This is an optimization exercise on Yosys and OpenROAD, whose aim is small area, not a production implementation.
The RTL was checked by simulation tests, not by an equivalence proof against the original design.
Power is estimated from default activity; no workload was simulated.

File: flow/run.sh
#!/bin/bash
# synth_recipe.tcl (not shown) runs the flow's synth.tcl, then flattens the netlist and writes it again
# the make line also repeats each setting of config.mk as NAME=value (left out here)
make -C /OpenROAD-flow-scripts/flow DESIGN_CONFIG=/design/flow/config.mk WORK_HOME=/design/flow/orfs CLKGATE_MAP_FILE= SYNTH_SCRIPT=/design/flow/synth_recipe.tcl finish
File: flow/config.mk
export PLATFORM = sky130hd
export DESIGN_NAME = ringbuf_vga
export DESIGN_NICKNAME = ringbuf_vga
export VERILOG_FILES = /design/flow/design.v
export SDC_FILE = /design/flow/constraint.sdc
export NUM_CORES = 4
export LEC_CHECK = 0
export CAP_MARGIN = 20
export CORE_MARGIN = 2
export CORE_UTILIZATION = 40
export SLEW_MARGIN = 20
File: flow/constraint.sdc
create_clock -name core_clock -period 12.0 [get_ports {clk}]
set_input_delay 2.4000 -clock core_clock [delete_from_list [all_inputs] [get_ports {clk}]]
set_output_delay 2.4000 -clock core_clock [all_outputs]
set_load 0.01 [all_outputs]
File: flow/design.v
module ringbuf_vga #(
    parameter W               = 20,    
    parameter CAP_LINES       = 6,     
    parameter LOW_WATER_LINES = 2,     
    parameter H               = 30,    
    parameter N               = 3,     
    parameter V_OFFSET        = 5,     
    parameter HOFF            = 2,     
    parameter L               = 24,    
    parameter SCAN_BITS       = 16,
    parameter CNT_BITS        = 16,
    parameter [7:0] CMD_DATA  = 8'h01,
    parameter [7:0] CMD_END   = 8'h02,
    parameter [7:0] CMD_REQ   = 8'h03,
    parameter [7:0] CMD_IDLE  = 8'h04,
    parameter [7:0] CMD_SOF   = 8'h05
) (
    input  wire                   clk,
    input  wire                   rst,
    input  wire                   rx_valid,
    input  wire [7:0]             rx_data,
    input  wire                   rx_last,
    input  wire                   line_tick,
    input  wire                   frame_tick,
    input  wire                   poll_tick,
    input  wire                   gl_valid,
    input  wire [SCAN_BITS-1:0]   gl_row,
    output reg                    gl_done,
    output reg                    gl_ok,
    output reg                    tx_valid,
    output wire [7:0]             tx_byte,
    output reg                    scan_valid,
    output wire [L*8-1:0]         scan_data,
    output wire [2:0]             avail_lines,
    output wire [CNT_BITS-1:0]    frame_count,
    output wire [CNT_BITS-1:0]    rx_count,
    output wire [CNT_BITS-1:0]    proc_count
);
    localparam C       = CAP_LINES * W;          
    localparam T       = LOW_WATER_LINES * W;    
    localparam WC_BITS = $clog2(C);
    localparam RC_BITS = $clog2(CAP_LINES);
    localparam AV_BITS = $clog2(C + 1);
    localparam [1:0] ST_IDLE      = 2'd0;
    localparam [1:0] ST_RECEIVING = 2'd1;
    localparam [1:0] ST_COMPLETE  = 2'd2;
    reg [C*8-1:0]          storage;      
    reg [WC_BITS-1:0]      wc;           
    reg [RC_BITS-1:0]      rc;           
    reg [AV_BITS-1:0]      avail;        
    reg [1:0]              st;
    reg [CNT_BITS-1:0]     received;
    reg [CNT_BITS-1:0]     processed;
    reg [CNT_BITS-1:0]     frame_counter;
    reg [W*8-1:0]          line_buf;     
    reg [SCAN_BITS-1:0]    scanline;
    reg [SCAN_BITS-1:0]    last_row;
    reg                    last_none;    
    reg                    in_block;     
    wire                 visible   = (scanline >= V_OFFSET) && (scanline < V_OFFSET + N * H);
    wire [SCAN_BITS-1:0] tick_row  = (scanline - V_OFFSET) / N;
    wire                 fetch_req = (line_tick && visible) || gl_valid;
    wire [SCAN_BITS-1:0] fetch_row = gl_valid ? gl_row : tick_row;
    wire                 fetch_new = fetch_req && (last_none || (last_row != fetch_row));
    wire                 fetch_ok  = fetch_new && (avail >= W);
    wire [AV_BITS-1:0]   avail_c   = fetch_ok ? avail - W : avail;
    wire                 flow_check = fetch_ok || poll_tick;
    wire                 req_emit   = flow_check && (avail_c <= T);
    wire rx_cmd   = rx_valid && !in_block && rx_last;   
    wire rx_pay   = rx_valid && !rx_cmd;                
    wire do_sof   = rx_cmd && (rx_data == CMD_SOF);
    wire do_data  = rx_cmd && (rx_data == CMD_DATA);
    wire do_end   = rx_cmd && (rx_data == CMD_END);
    wire flush    = do_sof || do_end || (do_data && st != ST_RECEIVING);
    wire wr_en    = rx_pay && (st == ST_RECEIVING) && (avail_c < C);
    always @(posedge clk) begin
        if (wr_en)
            storage[wc*8 +: 8] <= rx_data;
    end
    always @(posedge clk) begin
        if (rst) begin
            wc            <= 0;
            rc            <= 0;
            avail         <= 0;
            st            <= ST_IDLE;
            received      <= 0;
            processed     <= 0;
            frame_counter <= 0;
            line_buf      <= 0;
            scanline      <= 0;
            last_row      <= 0;
            last_none     <= 1'b1;
            in_block      <= 1'b0;
        end else begin
            if (rx_valid)
                in_block <= !rx_last;
            if (frame_tick)
                scanline <= 0;
            else if (line_tick)
                scanline <= scanline + 1'b1;
            if (frame_tick)
                last_none <= 1'b1;
            else if (fetch_new) begin
                last_row  <= fetch_row;
                last_none <= 1'b0;
            end
            if (fetch_ok)
                line_buf <= storage[rc*W*8 +: W*8];
            if (flush) begin
                wc        <= 0;
                rc        <= 0;
                avail     <= 0;
                received  <= 0;
                processed <= 0;
            end else begin
                if (fetch_ok) begin
                    rc        <= (rc == CAP_LINES - 1) ? 0 : rc + 1'b1;
                    processed <= processed + W;
                end
                if (wr_en) begin
                    wc       <= (wc == C - 1) ? 0 : wc + 1'b1;
                    received <= received + 1'b1;
                end
                avail <= avail_c + wr_en;
            end
            if (do_sof || do_data)
                st <= ST_RECEIVING;
            else if (do_end)
                st <= ST_COMPLETE;
            if (do_end && st == ST_RECEIVING)
                frame_counter <= frame_counter + 1'b1;
        end
    end
    always @(posedge clk) begin
        if (rst) begin
            gl_done    <= 1'b0;
            gl_ok      <= 1'b0;
            tx_valid   <= 1'b0;
            scan_valid <= 1'b0;
        end else begin
            gl_done    <= gl_valid;
            gl_ok      <= gl_valid && fetch_ok;
            tx_valid   <= req_emit;
            scan_valid <= line_tick && visible;
        end
    end
    assign tx_byte     = CMD_REQ;
    assign scan_data   = {{(L - HOFF - W){8'h00}}, line_buf, {HOFF{8'h00}}};
    wire [AV_BITS-1:0] avail_div = avail / W;
    assign avail_lines = avail_div[2:0];
    assign frame_count = frame_counter;
    assign rx_count    = received;
    assign proc_count  = processed;
endmodule
==> results.txt <==
The flow ran to the end and the layout has no timing, DRC or antenna violations. The leakage power came out at between 20 and 25 nW. The startpoint of the most critical setup path is scanline[8].

The number of setup buffers added after CTS is 0. The final hold violation count came out at 0. The average wire per standard cell is roughly 24 um. The power per standard cell area is around 140 nW/um^2. The number of DRC markers in iteration 0 is ~3,300. Relative to the synthesized area, the layout overhead comes to 14.3%. Counting I/O delays and the setup requirement, the final critical path takes roughly 11 ns.

The final layout net count came out at between 4,000 and 5,000. The setup clock skew after layout came out at 0.0281 ns. The area of all placed cells without fillers is 72,100 um^2. The measured slew at the worst slew-check pin is 1.22 ns.

The pre-CTS setup slack is about 0.57 ns. The initial cell density of the core came out at 0.403. The count of cells resized by post-cts repair came out at 0.

In the finished design, the share of the clock period the worst path needs comes to 0.917. In this run the clock root is driven by a sky130_fd_sc_hd__clkbuf_16. TritonCTS built the clock tree. The fraction of final layout cells with drive strength greater than 1 is 0.298.

The chip height is 401 um. The proportion of power drawn by the clock network came out at 0.428. The worst slew margin relative to its limit is 0.188. Setup repair after global routing left no endpoint under its margin. After global routing the overflow that remains totals 0. The initial antenna violation count is 1. The clock latency on the worst-skew pair is 0.78 ns. The final worst-path setup slack came out at a little under 1 ns. The internal power summed over all cells is about 7.4 mW.

Averaged over all synthesized cells, the footprint is around 13 um^2. The sum of routed wire length over all layers is roughly 170 mm. The worst-path cell with the longest stage delay is sky130_fd_sc_hd__or4b_1. Counting buffers and inverters, the worst setup path is between 40 and 50 cells deep. The final setup TNS came out at 0 ns. The first global-routing pass estimated about 250 mm of wire. Following the worst setup path forward leads to its endpoint at avail[5]. The total number of yosys warnings came out at 1.

The total CTS buffers is 140. The die outline width came out at about 400 um. Once detail routing completed, the nets flagged for antenna violations numbered 0. between 200 and 300 I/O pins were placed. The count of standard-cell rows is roughly 150.

The count of flip-flops with a built-in enable after synthesis came out at between 900 and 1,000. The area after detailed placement is just under 70,000 um^2. After detailed routing, the number of remaining DRC violations is 0. The per-cell via count in the routed design came out at ~5.7. The half-perimeter wire length after detailed placement came out at 107 mm. Buffers placed on the I/O ports in this run total around 240. The net switching power figure came out at between 2 and 2.5 mW. The clock tree buffer depth came out at 3. The area of the die is 161,000 um^2. The overall via count from detail_route came out at between 40,000 and 50,000. Synthesis handed over a netlist of 4,796 instances. The path type of the worst setup path is flip-flop to flip-flop. The biggest fanout along the worst timing path is 21. Timing would allow up to 0.0908 GHz. The number of iterations in the first detailed-routing pass came out at 5. Data on the critical path is required at its endpoint by ~13 ns.

The path depth of the worst reg2reg path came out at 44. The endpoint identified for the worst register-to-register timing path is avail[5]. The total routing usage reported by global routing came out at 0.205. The worst hold path belongs to the class flip-flop to flip-flop. In this run, distinct cell masters in the synthesized netlist total 97. Summing every instance area after synthesis gives roughly 63,000 um^2. The count of hold-fix buffers inserted at cts is 0. The switching share of total power is 0.245. The part of the total power dissipated in sequential elements is 0.470. After synthesis the netlist holds a flip-flop and latch count of roughly 1,200.

Broken down by cell family, the worst path's largest delay share belongs to simple AND/OR/NAND/NOR gates. The main flop type after synthesis is sky130_fd_sc_hd__edfxtp_1. The number of max-slew violations in the final report came out at 0. The largest net degree at the start of global routing is 128. The data arrival at the endpoint of the critical path came out at about 12 ns. The floorplan core area is roughly 160,000 um^2.

The final RePlAce weighted congestion is roughly 0.86. The number of global-route vias before repair is between 30,000 and 40,000. Setup violations remaining at the end of the flow were counted as 0.

The kind of start point of the critical path is a flip-flop. Counting every sink on the clock net gives between 1,000 and 1,500. The library cell appearing most often on the critical path is sky130_fd_sc_hd__xnor2_1. The clock input transition at the sequential cells of the worst setup and hold paths came out at 0.06 ns. The number of buffer and inverter stages on the critical path came out at 3. CTS built an H-tree with a depth of 4. The register area share after synthesis is 0.540.

The worst register-to-register path begins at scanline[8]. The share of total power in combinational logic came out at 0.102. The delay of the slowest critical-path stage is slightly above 0.8 ns.

Across the VDD grid, the largest voltage drop is between 0.1 and 0.15 mV. The endpoint type of the worst setup path is a flip-flop. The setup slack of the worst register-to-register path is around 1 ns. In the synthesized netlist the async set-or-reset flop fraction comes to 0. The number of maximum-capacitance constraint violations is 0.
[layout by cell type (no fill, tap or decap), types with 23 or more instances in the layout]
cell / n
sky130_fd_sc_hd__conb_1: 49
sky130_fd_sc_hd__o22ai_1: 172
sky130_fd_sc_hd__nor2_1: 321
sky130_fd_sc_hd__clkbuf_16: 146
sky130_fd_sc_hd__mux4_2: 160
sky130_fd_sc_hd__nor3_1: 29
sky130_fd_sc_hd__clkdlybuf4s50_1: 235
sky130_fd_sc_hd__xor2_1: 50
sky130_fd_sc_hd__nand4_1: 23
sky130_fd_sc_hd__buf_4: 68
sky130_fd_sc_hd__clkinv_1: 23
sky130_fd_sc_hd__clkbuf_1: 34
sky130_fd_sc_hd__o21ai_0: 58
sky130_fd_sc_hd__nand3_1: 49
sky130_fd_sc_hd__mux2i_1: 344
sky130_fd_sc_hd__a21oi_1: 94
sky130_fd_sc_hd__nand2_1: 250
sky130_fd_sc_hd__inv_1: 188
sky130_fd_sc_hd__xnor2_1: 51
sky130_fd_sc_hd__mux2_2: 964
sky130_fd_sc_hd__dfxtp_1: 258
sky130_fd_sc_hd__edfxtp_1: 960
[stage by stage]
step           std cells  hold WS [ns]  total power, mW   util
6_report            7075         0.460             9.84  0.461
5_1_grt             7073         0.501             10.2  0.461
4_1_cts             7073         0.461             9.95  0.461
3_5_place_dp        6813         0.452             5.72  0.432
3_3_place_gp        6813         0.445             5.72  0.432
2_1_floorplan       4843         0.436             5.40      -
[flip-flops by register name, summed over array words and instances, names as in the netlist]
register and count:
st 2, in_block 1, scan_valid 1, gl_done 1
wc 7, storage 960, last_row 16, scanline 16
received 16, tx_valid 1, gl_ok 1, processed 14
avail 7, line_buf 160, frame_counter 16, last_none 1
rc 3
[power groups by stage]
stage               sequential [mW]  clock, mW  combinational [mW]
floorplan                      4.71          0               0.690
CTS                            4.62       4.31                1.01
finish                         4.62       4.21                1.01
global placement               4.71          0                1.01
detailed placement             4.71          0                1.01
global route                   4.63       4.46                1.08
[kinds of logic (layout without fill, tap and decap cells)]
family / Yosys count / in the layout / share of synthesized area
fa+ha+maj: 24 / 24 / 0.00472
other cells: 2 / 51 / 0.000119
flops: 1223 / 1223 / 0.540
xor+xnor: 101 / 101 / 0.0140
simple gates: 862 / 862 / 0.0629
mux: 1468 / 1468 / 0.284
buf+inv: 603 / 775 / 0.0399
compound gates: 513 / 513 / 0.0541
[metal layers]
layer,vias up,global-route usage,part of all wire
li1,18300,-,-
met1,20600,0.282,0.45
met2,1016,0.328,0.47
met3,192,0.0403,0.058
met4,0,0.0568,0.022
met5,-,0,0
[worst register-to-register path, delay by kind of cell (launching register included)]
family | cells | cell delay [ns]
AO/OA/AOI/OAI | 17 | 3.47
XOR/XNOR | 3 | 0.40
adder cells (fa/ha/maj) | 3 | 0.85
buffers and inverters | 3 | 0.71
flip-flops | 1 | 0.45
AND/OR/NAND/NOR | 18 | 5.00
[worst min-delay path by stage]
stage	startpoint	end	slack, ns	depth (start not counted)
after global placement	last_row[10]	last_row[10]	0.44	2
final	last_row[10]	last_row[10]	0.46	2
after CTS	last_row[10]	last_row[10]	0.46	2
after floorplan	last_row[10]	last_row[10]	0.44	2
after global routing	last_row[10]	last_row[10]	0.50	2
after detailed placement	last_row[10]	last_row[10]	0.45	2
[synth_stat cells, drive strengths merged (20+ instances only)]
| master | n | area, um^2 |
|---|---|---|
| mux2 | 964 | 10900 |
| edfxtp | 960 | 28800 |
| mux2i | 344 | 3440 |
| nor2 | 326 | 1230 |
| clkbuf | 299 | 1120 |
| dfxtp | 263 | 5270 |
| nand2 | 254 | 956 |
| inv | 195 | 732 |
| o22ai | 173 | 1080 |
| mux4 | 160 | 3600 |
| buf | 107 | 652 |
| a21oi | 95 | 479 |
| o21ai | 68 | 348 |
| xnor2 | 51 | 447 |
| nand3 | 50 | 263 |
| xor2 | 50 | 438 |
| nor3 | 33 | 181 |
| and2 | 27 | 171 |
| nor2b | 26 | 163 |
| and3 | 24 | 155 |
| ha | 23 | 288 |
| nand4 | 23 | 144 |
| or3 | 21 | 131 |
| a211oi | 20 | 155 |
[final cells by class]
cell class	count	area (um^2)
repair buffers	318	3150
flip-flops and latches	1223	34100
fillers	14000	84300
clock inverters	64	526
well taps	2058	2570
diodes	2	5.00
inverters	197	766
clock buffers	196	3990
multi-input cells	3017	27000

-- afterwards: timing with drivers on the ports --
No port has a modelled driver above. Below, the same layout with a new extraction and two added sets of constraints.
Step 1 sets driving cells, clkbuf_16 on the clock port and buf_2 on the other inputs (assumed; they add their load-dependent delay and slew).
Step 2, shift: input delay + t, output delay - t, t = (earliest + latest rising clock arrival at the registers) / 2. This alone moves slack from input paths to output paths.
Slacks: ideal ports / drivers / drivers and shift; pairs: ideal ports / drivers.
t (ns): 0.853
setup slack, ns: 0.993 / 0.993 / 0.993
worst hold slack (ns): 0.460 / 0.460 / 0.460
clock arrival spread, ns: 0.036 / 0.035
worst data-port slew with drivers (ns): 0.08
After both steps this run still meets setup and hold. For this run, drivers alone change the setup slack by 0.000 ns; drivers and shift together by 0.000 ns.
